What follows belongs to an exercise in optimizing a design on an open flow for small area, a short achievable clock period and few clock cycles; a production flow would make more cautious choices.
Where RTL was checked, it was by simulation tests only, not by an equivalence proof against the original.
Power figures rest on the tool's default switching activity, not on a simulated workload.

==> flow/design.v <==
module wpd_decomp (
    input  wire        clk,
    input  wire        rst,           
    input  wire        in_valid,
    input  wire [7:0]  in_data,
    output wire        in_ready,
    output wire        out_valid,
    output wire [7:0]  out_data,
    input  wire        out_ready,
    output wire        ctx_valid,
    output wire [31:0] ignored_count,
    output wire [1:0]  err_code
);
    localparam [1:0] S_HDR  = 2'd0;
    localparam [1:0] S_PASS = 2'd1;
    localparam [1:0] S_CB   = 2'd2;
    localparam [1:0] S_RUN  = 2'd3;
    reg  [7:0]  b1;         
    reg  [7:0]  b0;         
    reg  [1:0]  nb;         
    reg  [2:0]  o;          
    reg         in_rdy;
    reg  [1:0]  state;
    reg  [2:0]  cnt;        
    reg         is_accel;
    reg  [2:0]  sel;        
    reg  [3:0]  wq;         
    reg  [3:0]  fcnt;       
    reg  [1:0]  phase;      
    reg         drop;       
    reg  [7:0]  dq;         
    reg         dv;         
    reg         drot;       
    reg         duse;       
    reg  [7:0]  w0, w1, w2;
    reg         vld;
    reg         inc_q;      
    reg  [7:0]  ig0, ig1, ig2, ig3;
    reg         c1, c2, c3;
    reg  [1:0]  err;
    reg         ov;         
    reg  [7:0]  ob;
    reg         ov1;        
    reg  [7:0]  ob1;
    wire adv  = !ov1;
    wire go   = adv && (err == 2'd0);
    wire head_free = !ov || out_ready;
    wire in_fire   = in_valid && in_rdy;
    wire        have8 = (nb != 2'd0);
    wire [7:0]  xa    = b1;
    wire [15:0] wsh   = {b1, b0} << o;
    wire [7:0]  x8    = {wsh[15:10], 2'b00};    
    wire [7:0] w_next = (dv && drot) ? w1 : w0;
    reg  [7:0] dn;
    always @* begin
        case (sel)
            3'd0: begin dn = (x8[7:5] == 3'b100)   ? {w_next[7:2] == 6'b100000, 7'd0} : {{5{x8[7]}}, x8[7:5]}; end
            3'd1: begin dn = (x8[7:4] == 4'b1000)  ? {w_next[7:3] == 5'b10000, 7'd0}  : {{4{x8[7]}}, x8[7:4]}; end
            3'd2: begin dn = (x8[7:3] == 5'b10000) ? {w_next[7:4] == 4'b1000, 7'd0}   : {{3{x8[7]}}, x8[7:3]}; end
            3'd3: begin dn = (x8[7:2] == 6'b100000 && w_next[7]) ? 8'h80 : {{2{x8[7]}}, x8[7:2]}; end
            3'd4: begin dn = xa; end
            default: begin dn = 8'h00; end
        endcase
    end
    wire [2:0] cb_sel  = xa[6:4];
    wire       cb_top  = xa[7];
    wire [3:0] cb_fcm1 = xa[3:0];
    wire cb_still = (cb_sel == 3'd5) && cb_top;
    wire cb_lit   = (cb_sel == 3'd4);
    wire cb_bad   = cb_sel[2] && cb_sel != 3'd4 && !cb_still;
    wire cb_drop  = !cb_lit && !vld;
    wire [4:0] cb_fc = {1'b0, cb_fcm1} + 5'd1;
    reg  [7:0] cb_bits;
    always @* begin
        case (cb_sel[1:0])
            2'd0: cb_bits = {cb_fc, 3'b000} + {3'b000, cb_fc};           
            2'd1: cb_bits = {cb_fc, 3'b000} + {1'b0, cb_fc, 2'b00};      
            2'd2: cb_bits = {cb_fc[3:0], 4'b0000} - {3'b000, cb_fc};     
            default: cb_bits = {cb_fc[3:0], 4'b0000} + {2'b00, cb_fc, 1'b0};   
        endcase
    end
    wire [7:0] cb_bm1  = cb_bits - 8'd1;
    wire [4:0] skip_m1 = cb_bm1[7:3];
    reg  cb_long;
    always @* begin
        case (cb_sel)
            3'd0: cb_long = 1'b0;
            3'd1: cb_long = cb_fcm1 >= 4'd12;
            3'd2: cb_long = cb_fcm1 >= 4'd9;
            3'd3: cb_long = cb_fcm1 >= 4'd8;
            default: cb_long = !cb_still && cb_fcm1 >= 4'd6;
        endcase
    end
    wire [4:0] tag = xa[4:0];
    reg  [2:0] hlen_m1;
    reg        hvalid;
    always @* begin
        hvalid = 1'b1;
        case (tag)
            5'd0: hlen_m1 = 3'd4;
            5'd1: hlen_m1 = 3'd3;
            5'd2: hlen_m1 = 3'd1;
            5'd3: hlen_m1 = {({1'b0, xa[7]} + {1'b0, xa[6]} + {1'b0, xa[5]}), 1'b0};
            5'd4: hlen_m1 = 3'd2;
            5'd5: hlen_m1 = 3'd1;
            5'd7: hlen_m1 = 3'd2;
            5'd8: hlen_m1 = 3'd1;
            default: begin hlen_m1 = 3'd0; hvalid = 1'b0; end
        endcase
    end
    wire take = (phase != 2'd0);
    wire last = drop ? ({phase[0], fcnt} == 5'd0) : (phase == 2'd3) && (fcnt == 4'd0);
    wire [3:0] ow    = {1'b0, o} + wq;
    wire       rem   = (ow[2:0] != 3'd0);
    wire       haveW = (nb == 2'd2) || (nb == 2'd1 && (!ow[3] || !rem)) || (wq == 4'd0);
    wire       step  = drop ? have8 : !take || haveW;
    wire       run_t = go && (state == S_RUN) && !drop && take && haveW;
    wire       sh1   = go && (state != S_RUN || drop) ? have8 : run_t && (ow[3] || (last && rem));
    wire       sh2   = run_t && last && ow[3] && rem;
    wire [2:0] o_next = (!run_t || last) ? (run_t ? 3'd0 : o) : ow[2:0];
    wire       af0   = (nb == 2'd0) || (nb == 2'd1 && sh1) || sh2;      
    wire       af1   = (nb == 2'd1 && !sh1) || (nb == 2'd2 && sh1 && !sh2);
    wire [1:0] nb_next = af0 ? {1'b0, in_fire} : af1 ? {in_fire, !in_fire} : 2'd2;
    wire       rdy_next = af0 || (af1 && !in_fire);
    reg set_err;
    always @* begin
        set_err = 1'b0;
        if (go && have8) begin
            if (state == S_HDR) set_err = (tag != 5'd6) && !hvalid;
            if (state == S_CB)  set_err = cb_long || cb_bad;
        end
    end
    wire [7:0] a    = duse ? w0 : 8'h00;
    wire [8:0] s    = {a[7], a} + {dq[7], dq};
    wire [7:0] newv = (s[8] && !s[7]) ? 8'h80 : (!s[8] && s[7]) ? 8'h7f : s[7:0];
    wire       push = adv && dv;
    assign in_ready      = in_rdy;
    assign out_valid     = ov;
    assign out_data      = ob;
    assign ctx_valid     = vld;
    assign ignored_count = {ig3, ig2, ig1, ig0};
    assign err_code      = err;
    always @(posedge clk) begin
        if (head_free)
            ob <= ov1 ? ob1 : newv;
        if (!ov1)
            ob1 <= newv;
        if (sh1 ? !af1 : nb == 2'd0)
            b1 <= in_data;
        else if (sh1)
            b1 <= b0;
        if (in_fire)
            b0 <= in_data;    
        if (go) begin
            case (state)
                S_HDR: begin
                    dq       <= xa;
                    drot     <= 1'b0;
                    duse     <= 1'b0;
                    is_accel <= (tag == 5'd1);
                    cnt      <= hlen_m1;
                end
                S_PASS: begin
                    dq   <= xa;
                    drot <= is_accel;
                    duse <= 1'b0;
                    if (have8)
                        cnt <= cnt - 3'd1;
                end
                S_CB: begin
                    dq    <= 8'h01;
                    drot  <= 1'b0;
                    duse  <= 1'b0;
                    sel   <= cb_still ? 3'd5 : cb_sel;
                    wq    <= cb_still ? 4'd0 : cb_sel[2] ? 4'd8 : {1'b0, cb_sel} + 4'd3;
                    fcnt  <= cb_drop ? skip_m1[3:0] : cb_fcm1;
                    drop  <= cb_drop;
                    phase <= cb_drop ? {1'b0, skip_m1[4]} : 2'd1;
                end
                default: if (drop) begin
                    if (have8)
                        {phase[0], fcnt} <= {phase[0], fcnt} - 5'd1;
                end else if (step) begin
                    dq   <= take ? dn : 8'h01;
                    drot <= take;
                    duse <= take && (!sel[2] || sel == 3'd5);
                    if (phase == 2'd3) begin
                        phase <= drop ? 2'd1 : 2'd0;
                        fcnt  <= fcnt - 4'd1;
                    end else
                        phase <= phase + 2'd1;
                end
            endcase
        end
    end
    always @(posedge clk) begin
        if (rst) begin
            nb      <= 2'd0;
            o       <= 3'd0;
            in_rdy  <= 1'b0;
            state   <= S_HDR;
            dv      <= 1'b0;
            w0      <= 8'd0;
            w1      <= 8'd0;
            w2      <= 8'd0;
            vld     <= 1'b0;
            inc_q   <= 1'b0;
            ig0     <= 8'd0;
            ig1     <= 8'd0;
            ig2     <= 8'd0;
            ig3     <= 8'd0;
            c1      <= 1'b0;
            c2      <= 1'b0;
            c3      <= 1'b0;
            err     <= 2'd0;
            ov      <= 1'b0;
            ov1     <= 1'b0;
        end else begin
            nb     <= nb_next;
            o      <= o_next;
            in_rdy <= (err == 2'd0) && !set_err && rdy_next;
            ov     <= ov1 || push || !head_free;
            ov1    <= !head_free && (ov1 || push);
            inc_q <= 1'b0;
            ig0 <= ig0 + {7'd0, inc_q};
            ig1 <= ig1 + {7'd0, c1};
            ig2 <= ig2 + {7'd0, c2};
            ig3 <= ig3 + {7'd0, c3};
            c1  <= inc_q && (ig0 == 8'hff);
            c2  <= c1 && (ig1 == 8'hff);
            c3  <= c2 && (ig2 == 8'hff);
            if (push && drot) begin
                w0 <= w1;
                w1 <= w2;
                w2 <= newv;
            end
            if (set_err)
                err <= (state == S_CB && !cb_long) ? 2'd2 : 2'd1;
            if (go) begin
                dv <= 1'b0;
                case (state)
                    S_HDR: if (have8 && hvalid && tag != 5'd6) begin
                        dv <= 1'b1;
                        if (tag == 5'd1)
                            vld <= 1'b1;
                        if (hlen_m1 != 3'd0)
                            state <= S_PASS;
                    end else if (have8 && tag == 5'd6)
                        state <= S_CB;
                    S_PASS: if (have8) begin
                        dv <= 1'b1;
                        if (cnt == 3'd1)
                            state <= S_HDR;
                    end
                    S_CB: if (have8 && !cb_long && !cb_bad) begin
                        if (cb_lit)
                            vld <= 1'b1;
                        inc_q <= cb_drop;
                        dv    <= !cb_drop;
                        state <= (cb_drop && cb_still) ? S_HDR : S_RUN;
                    end
                    default: if (step) begin
                        dv <= !drop;
                        if (last)
                            state <= S_HDR;
                    end
                endcase
            end
        end
    end
endmodule
export LEC_CHECK = 0
export CAP_MARGIN = 20
export CORE_MARGIN = 2
export CORE_UTILIZATION = 40
export SLEW_MARGIN = 20
create_clock -name core_clock -period 10.0 [get_ports {clk}]
standard.sh (not shown) runs the stock make flow with config.mk's settings and CLKGATE_MAP_FILE= SYNTH_SCRIPT=/design/flow/synth_recipe.tcl, a recipe that flattens the netlist after the stock synthesis.
==> flow/flow/run.sh <==
#!/bin/bash
# Standard layout with plain buffers on the ports, a smaller clock tree
# (8x clock buffers on larger sink clusters, no dummy loads), a denser core
# and timing repair aimed below the 10 ns clock period. ORFS writes each
# tool's full output under orfs/logs; make's output goes to standard.log.
set -euo pipefail
bash standard.sh \
  "BUFFER_PORTS_ARGS=-buffer_cell sky130_fd_sc_hd__buf_1" \
  "SETUP_SLACK_MARGIN=6.8" \
  "ABC_AREA=1" \
  "CORE_UTILIZATION=65" \
  "CTS_ARGS=-sink_clustering_enable -repair_clock_nets -dont_use_dummy_load -buf_list sky130_fd_sc_hd__clkbuf_8 -sink_clustering_size 40 -sink_clustering_max_diameter 80" \
  finish > standard.log 2>&1
Testbench counts at the start, summed over its fixed seeds: cycles 89,590.
Then changed:
--- a/flow/design.v
+++ b/flow/design.v
@@ -67,14 +67,14 @@
     wire [3:0] cb_fcm1 = xa[3:0];
     wire cb_still = (cb_sel == 3'd5) && cb_top;
     wire cb_lit   = (cb_sel == 3'd4);
     wire cb_bad   = cb_sel[2] && cb_sel != 3'd4 && !cb_still;
     wire cb_drop  = !cb_lit && !vld;
-    wire [4:0] cb_fc = {1'b0, cb_fcm1} + 5'd1;
+    wire [4:0] cb_fc = {1'b0, fcnt} + 5'd1;
     reg  [7:0] cb_bits;
     always @* begin
-        case (cb_sel[1:0])
+        case (sel[1:0])
             2'd0: cb_bits = {cb_fc, 3'b000} + {3'b000, cb_fc};           
             2'd1: cb_bits = {cb_fc, 3'b000} + {1'b0, cb_fc, 2'b00};      
             2'd2: cb_bits = {cb_fc[3:0], 4'b0000} - {3'b000, cb_fc};     
             default: cb_bits = {cb_fc[3:0], 4'b0000} + {2'b00, cb_fc, 1'b0};   
         endcase
@@ -107,17 +107,17 @@
             5'd8: hlen_m1 = 3'd1;
             default: begin hlen_m1 = 3'd0; hvalid = 1'b0; end
         endcase
     end
     wire take = (phase != 2'd0);
-    wire last = drop ? ({phase[0], fcnt} == 5'd0) : (phase == 2'd3) && (fcnt == 4'd0);
+    wire last = drop ? (!phase[1] && {phase[0], fcnt} == 5'd0) : (phase == 2'd3) && (fcnt == 4'd0);
     wire [3:0] ow    = {1'b0, o} + wq;
     wire       rem   = (ow[2:0] != 3'd0);
     wire       haveW = (nb == 2'd2) || (nb == 2'd1 && (!ow[3] || !rem)) || (wq == 4'd0);
-    wire       step  = drop ? have8 : !take || haveW;
+    wire       step  = drop ? (have8 && !phase[1]) : !take || haveW;
     wire       run_t = go && (state == S_RUN) && !drop && take && haveW;
-    wire       sh1   = go && (state != S_RUN || drop) ? have8 : run_t && (ow[3] || (last && rem));
+    wire       sh1   = go && (state != S_RUN || drop) ? have8 && !(drop && phase[1] && state == S_RUN) : run_t && (ow[3] || (last && rem));
     wire       sh2   = run_t && last && ow[3] && rem;
     wire [2:0] o_next = (!run_t || last) ? (run_t ? 3'd0 : o) : ow[2:0];
     wire       af0   = (nb == 2'd0) || (nb == 2'd1 && sh1) || sh2;      
     wire       af1   = (nb == 2'd1 && !sh1) || (nb == 2'd2 && sh1 && !sh2);
     wire [1:0] nb_next = af0 ? {1'b0, in_fire} : af1 ? {in_fire, !in_fire} : 2'd2;
@@ -171,16 +171,18 @@
                     dq    <= 8'h01;
                     drot  <= 1'b0;
                     duse  <= 1'b0;
                     sel   <= cb_still ? 3'd5 : cb_sel;
                     wq    <= cb_still ? 4'd0 : cb_sel[2] ? 4'd8 : {1'b0, cb_sel} + 4'd3;
-                    fcnt  <= cb_drop ? skip_m1[3:0] : cb_fcm1;
+                    fcnt  <= cb_fcm1;
                     drop  <= cb_drop;
-                    phase <= cb_drop ? {1'b0, skip_m1[4]} : 2'd1;
+                    phase <= cb_drop ? 2'd2 : 2'd1;
                 end
                 default: if (drop) begin
-                    if (have8)
+                    if (phase[1])
+                        {phase, fcnt} <= {1'b0, skip_m1};
+                    else if (have8)
                         {phase[0], fcnt} <= {phase[0], fcnt} - 5'd1;
                 end else if (step) begin
                     dq   <= take ? dn : 8'h01;
                     drot <= take;
                     duse <= take && (!sel[2] || sel == 3'd5);
Outcome:
- The changed run passed the timing, design-rule and antenna checks
- worst setup slack got worse by 83 ps
- via count is about the same
- area after synthesis decreases by a few percent
- routed wire length went down by a few percent
- final area drops by a few percent
- power is lower slightly
- non-clock buffer count shrinks by 7
- combinational power fell by a few percent
- global-route usage barely changes
- die area decreases by a few percent
- worst hold slack gets better by 11 ps
Testbench counts after the change, summed over its fixed seeds: cycles 89,618.

========
wpd_decomp, a different RTL version from the one above (not shown whole).
Size in the first run: roughly 710 cells after synthesis, ~57 I/O pins, roughly 0.0069 mm^2 of cells after synthesis.
export LEC_CHECK = 0
export CAP_MARGIN = 20
export CORE_MARGIN = 2
export CORE_UTILIZATION = 40
export SLEW_MARGIN = 20
create_clock -name core_clock -period 10.0 [get_ports {clk}]
==> flow/flow/run.sh <==
#!/bin/bash
# Standard layout with plain buffers on the ports, a smaller clock tree
# (8x clock buffers on larger sink clusters, no dummy loads), a denser core
# and timing repair aimed below the 10 ns clock period. ORFS writes each
# tool's full output under orfs/logs; make's output goes to standard.log.
set -euo pipefail
bash standard.sh \
  "BUFFER_PORTS_ARGS=-buffer_cell sky130_fd_sc_hd__buf_1" \
  "SETUP_SLACK_MARGIN=7" \
  "CORE_UTILIZATION=65" \
  "CTS_ARGS=-sink_clustering_enable -repair_clock_nets -dont_use_dummy_load -buf_list sky130_fd_sc_hd__clkbuf_8 -sink_clustering_size 40 -sink_clustering_max_diameter 80" \
  finish > standard.log 2>&1
The first run ran to the end with no violations.
Then changed:
--- a/flow/design.v
+++ b/flow/design.v
@@ -17,20 +17,21 @@
     localparam [1:0] S_RUN  = 2'd3;
     reg  [7:0]  b1;         
     reg  [7:0]  b0;         
     reg  [1:0]  nb;         
     reg  [2:0]  o;          
     reg         in_rdy;
     reg  [1:0]  state;
     reg  [2:0]  cnt;        
     reg         is_accel;
     reg  [2:0]  sel;        
+    reg  [3:0]  wq;         
     reg  [3:0]  fcnt;       
     reg  [1:0]  phase;      
     reg         drop;       
     reg  [7:0]  dq;         
     reg         dv;         
     reg         drot;       
     reg         duse;       
     reg  [7:0]  w0, w1, w2;
     reg         vld;
     reg         inc_q;      
@@ -43,30 +44,29 @@
     reg  [7:0]  ob1;
     wire adv  = !ov1;
     wire go   = adv && (err == 2'd0);
     wire head_free = !ov || out_ready;
     wire in_fire   = in_valid && in_rdy;
     wire        have8 = (nb != 2'd0);
     wire [7:0]  xa    = b1;
     wire [15:0] wsh   = {b1, b0} << o;
     wire [7:0]  x8    = {wsh[15:10], 2'b00};    
     wire [7:0] w_next = (dv && drot) ? w1 : w0;
-    reg  [3:0] wbits;
     reg  [7:0] dn;
     always @* begin
         case (sel)
-            3'd0: begin wbits = 4'd3; dn = (x8[7:5] == 3'b100)   ? {w_next[7:2] == 6'b100000, 7'd0} : {{5{x8[7]}}, x8[7:5]}; end
-            3'd1: begin wbits = 4'd4; dn = (x8[7:4] == 4'b1000)  ? {w_next[7:3] == 5'b10000, 7'd0}  : {{4{x8[7]}}, x8[7:4]}; end
-            3'd2: begin wbits = 4'd5; dn = (x8[7:3] == 5'b10000) ? {w_next[7:4] == 4'b1000, 7'd0}   : {{3{x8[7]}}, x8[7:3]}; end
-            3'd3: begin wbits = 4'd6; dn = (x8[7:2] == 6'b100000 && w_next[7]) ? 8'h80 : {{2{x8[7]}}, x8[7:2]}; end
-            3'd4: begin wbits = 4'd8; dn = xa; end
-            default: begin wbits = 4'd0; dn = 8'h00; end
+            3'd0: begin dn = (x8[7:5] == 3'b100)   ? {w_next[7:2] == 6'b100000, 7'd0} : {{5{x8[7]}}, x8[7:5]}; end
+            3'd1: begin dn = (x8[7:4] == 4'b1000)  ? {w_next[7:3] == 5'b10000, 7'd0}  : {{4{x8[7]}}, x8[7:4]}; end
+            3'd2: begin dn = (x8[7:3] == 5'b10000) ? {w_next[7:4] == 4'b1000, 7'd0}   : {{3{x8[7]}}, x8[7:3]}; end
+            3'd3: begin dn = (x8[7:2] == 6'b100000 && w_next[7]) ? 8'h80 : {{2{x8[7]}}, x8[7:2]}; end
+            3'd4: begin dn = xa; end
+            default: begin dn = 8'h00; end
         endcase
     end
     wire [2:0] cb_sel  = xa[6:4];
     wire       cb_top  = xa[7];
     wire [3:0] cb_fcm1 = xa[3:0];
     wire cb_still = (cb_sel == 3'd5) && cb_top;
     wire cb_lit   = (cb_sel == 3'd4);
     wire cb_bad   = cb_sel[2] && cb_sel != 3'd4 && !cb_still;
     wire cb_drop  = !cb_lit && !vld;
     reg  cb_long;
@@ -91,23 +91,23 @@
             5'd3: hlen_m1 = {({1'b0, xa[7]} + {1'b0, xa[6]} + {1'b0, xa[5]}), 1'b0};
             5'd4: hlen_m1 = 3'd2;
             5'd5: hlen_m1 = 3'd1;
             5'd7: hlen_m1 = 3'd2;
             5'd8: hlen_m1 = 3'd1;
             default: begin hlen_m1 = 3'd0; hvalid = 1'b0; end
         endcase
     end
     wire take = (phase != 2'd0);
     wire last = (phase == 2'd3) && (fcnt == 4'd0);
-    wire [3:0] ow    = {1'b0, o} + wbits;
+    wire [3:0] ow    = {1'b0, o} + wq;
     wire       rem   = (ow[2:0] != 3'd0);
-    wire       haveW = (nb == 2'd2) || (nb == 2'd1 && (!ow[3] || !rem)) || (wbits == 4'd0);
+    wire       haveW = (nb == 2'd2) || (nb == 2'd1 && (!ow[3] || !rem)) || (wq == 4'd0);
     wire       step  = !take || haveW;
     wire       run_t = go && (state == S_RUN) && take && haveW;
     wire       sh1   = go && (state != S_RUN) ? have8 : run_t && (ow[3] || (last && rem));
     wire       sh2   = run_t && last && ow[3] && rem;
     wire [2:0] o_next = (!run_t || last) ? (run_t ? 3'd0 : o) : ow[2:0];
     wire       af0   = (nb == 2'd0) || (nb == 2'd1 && sh1) || sh2;      
     wire       af1   = (nb == 2'd1 && !sh1) || (nb == 2'd2 && sh1 && !sh2);
     wire [1:0] nb_next = af0 ? {1'b0, in_fire} : af1 ? {in_fire, !in_fire} : 2'd2;
     wire       rdy_next = af0 || (af1 && !in_fire);
     reg set_err;
@@ -153,20 +153,21 @@
                     drot <= is_accel;
                     duse <= 1'b0;
                     if (have8)
                         cnt <= cnt - 3'd1;
                 end
                 S_CB: begin
                     dq    <= 8'h01;
                     drot  <= 1'b0;
                     duse  <= 1'b0;
                     sel   <= cb_still ? 3'd5 : cb_sel;
+                    wq    <= cb_still ? 4'd0 : cb_sel[2] ? 4'd8 : {1'b0, cb_sel} + 4'd3;
                     fcnt  <= cb_fcm1;
                     drop  <= cb_drop;
                     phase <= 2'd1;
                 end
                 default: if (step) begin
                     dq   <= take ? dn : 8'h01;
                     drot <= take;
                     duse <= take && (!sel[2] || sel == 3'd5);
                     if (phase == 2'd3) begin
                         phase <= drop ? 2'd1 : 2'd0;
The new run produced a clean layout.
Global-route usage falls by 1.9 points.
Non-clock buffer count falls by 17.
Setup slack gets better by 290 ps.
Final area rises slightly.
Sequential cell count rises by 4.
Testbench counts after the change, summed over its fixed seeds: cycles 89,846.
Function not checked in the first run of this note: the RTL went through the layout flow alone.

afterwards: timing with drivers on the ports:
How much do the figures lean on ideal ports? The routed layouts below were timed once more, with nothing changed but the port constraints. Step 1 sets driving cells, clkbuf_16 on the clock port and buf_2 on the other inputs (assumed; they add their load-dependent delay and slew). Step 2, shift: input delay + t, output delay - t, t = (earliest + latest rising clock arrival at the registers) / 2. This alone moves slack from input paths to output paths. Three values: ideal ports, drivers, drivers and shift; two values: the first two.
| run | t, ns | setup slack, ns | worst hold slack (ns) | worst register clock-pin slew, ns | cell pins on the clock port's net |
|---|---|---|---|---|---|
| the first run of note 1 | 0.459 | 6.976 / 6.937 / 6.690 | 0.447 / 0.447 / 0.447 | 0.08 / 0.08 | 1 |
| the second run of note 1 | 0.461 | 6.893 / 6.893 / 6.725 | 0.459 / 0.459 / 0.459 | 0.08 / 0.08 | 1 |
| the first run of note 2 | 0.484 | 6.749 / 6.749 / 6.629 | 0.449 / 0.449 / 0.449 | 0.08 / 0.08 | 1 |
| the second run of note 2 | 0.473 | 7.041 / 7.002 / 6.684 | 0.454 / 0.454 / 0.454 | 0.07 / 0.07 | 1 |
After both steps every run listed still meets setup and hold. For the second run of note 2, which loses most, drivers alone change the setup slack by -0.039 ns; drivers and shift together by -0.357 ns.
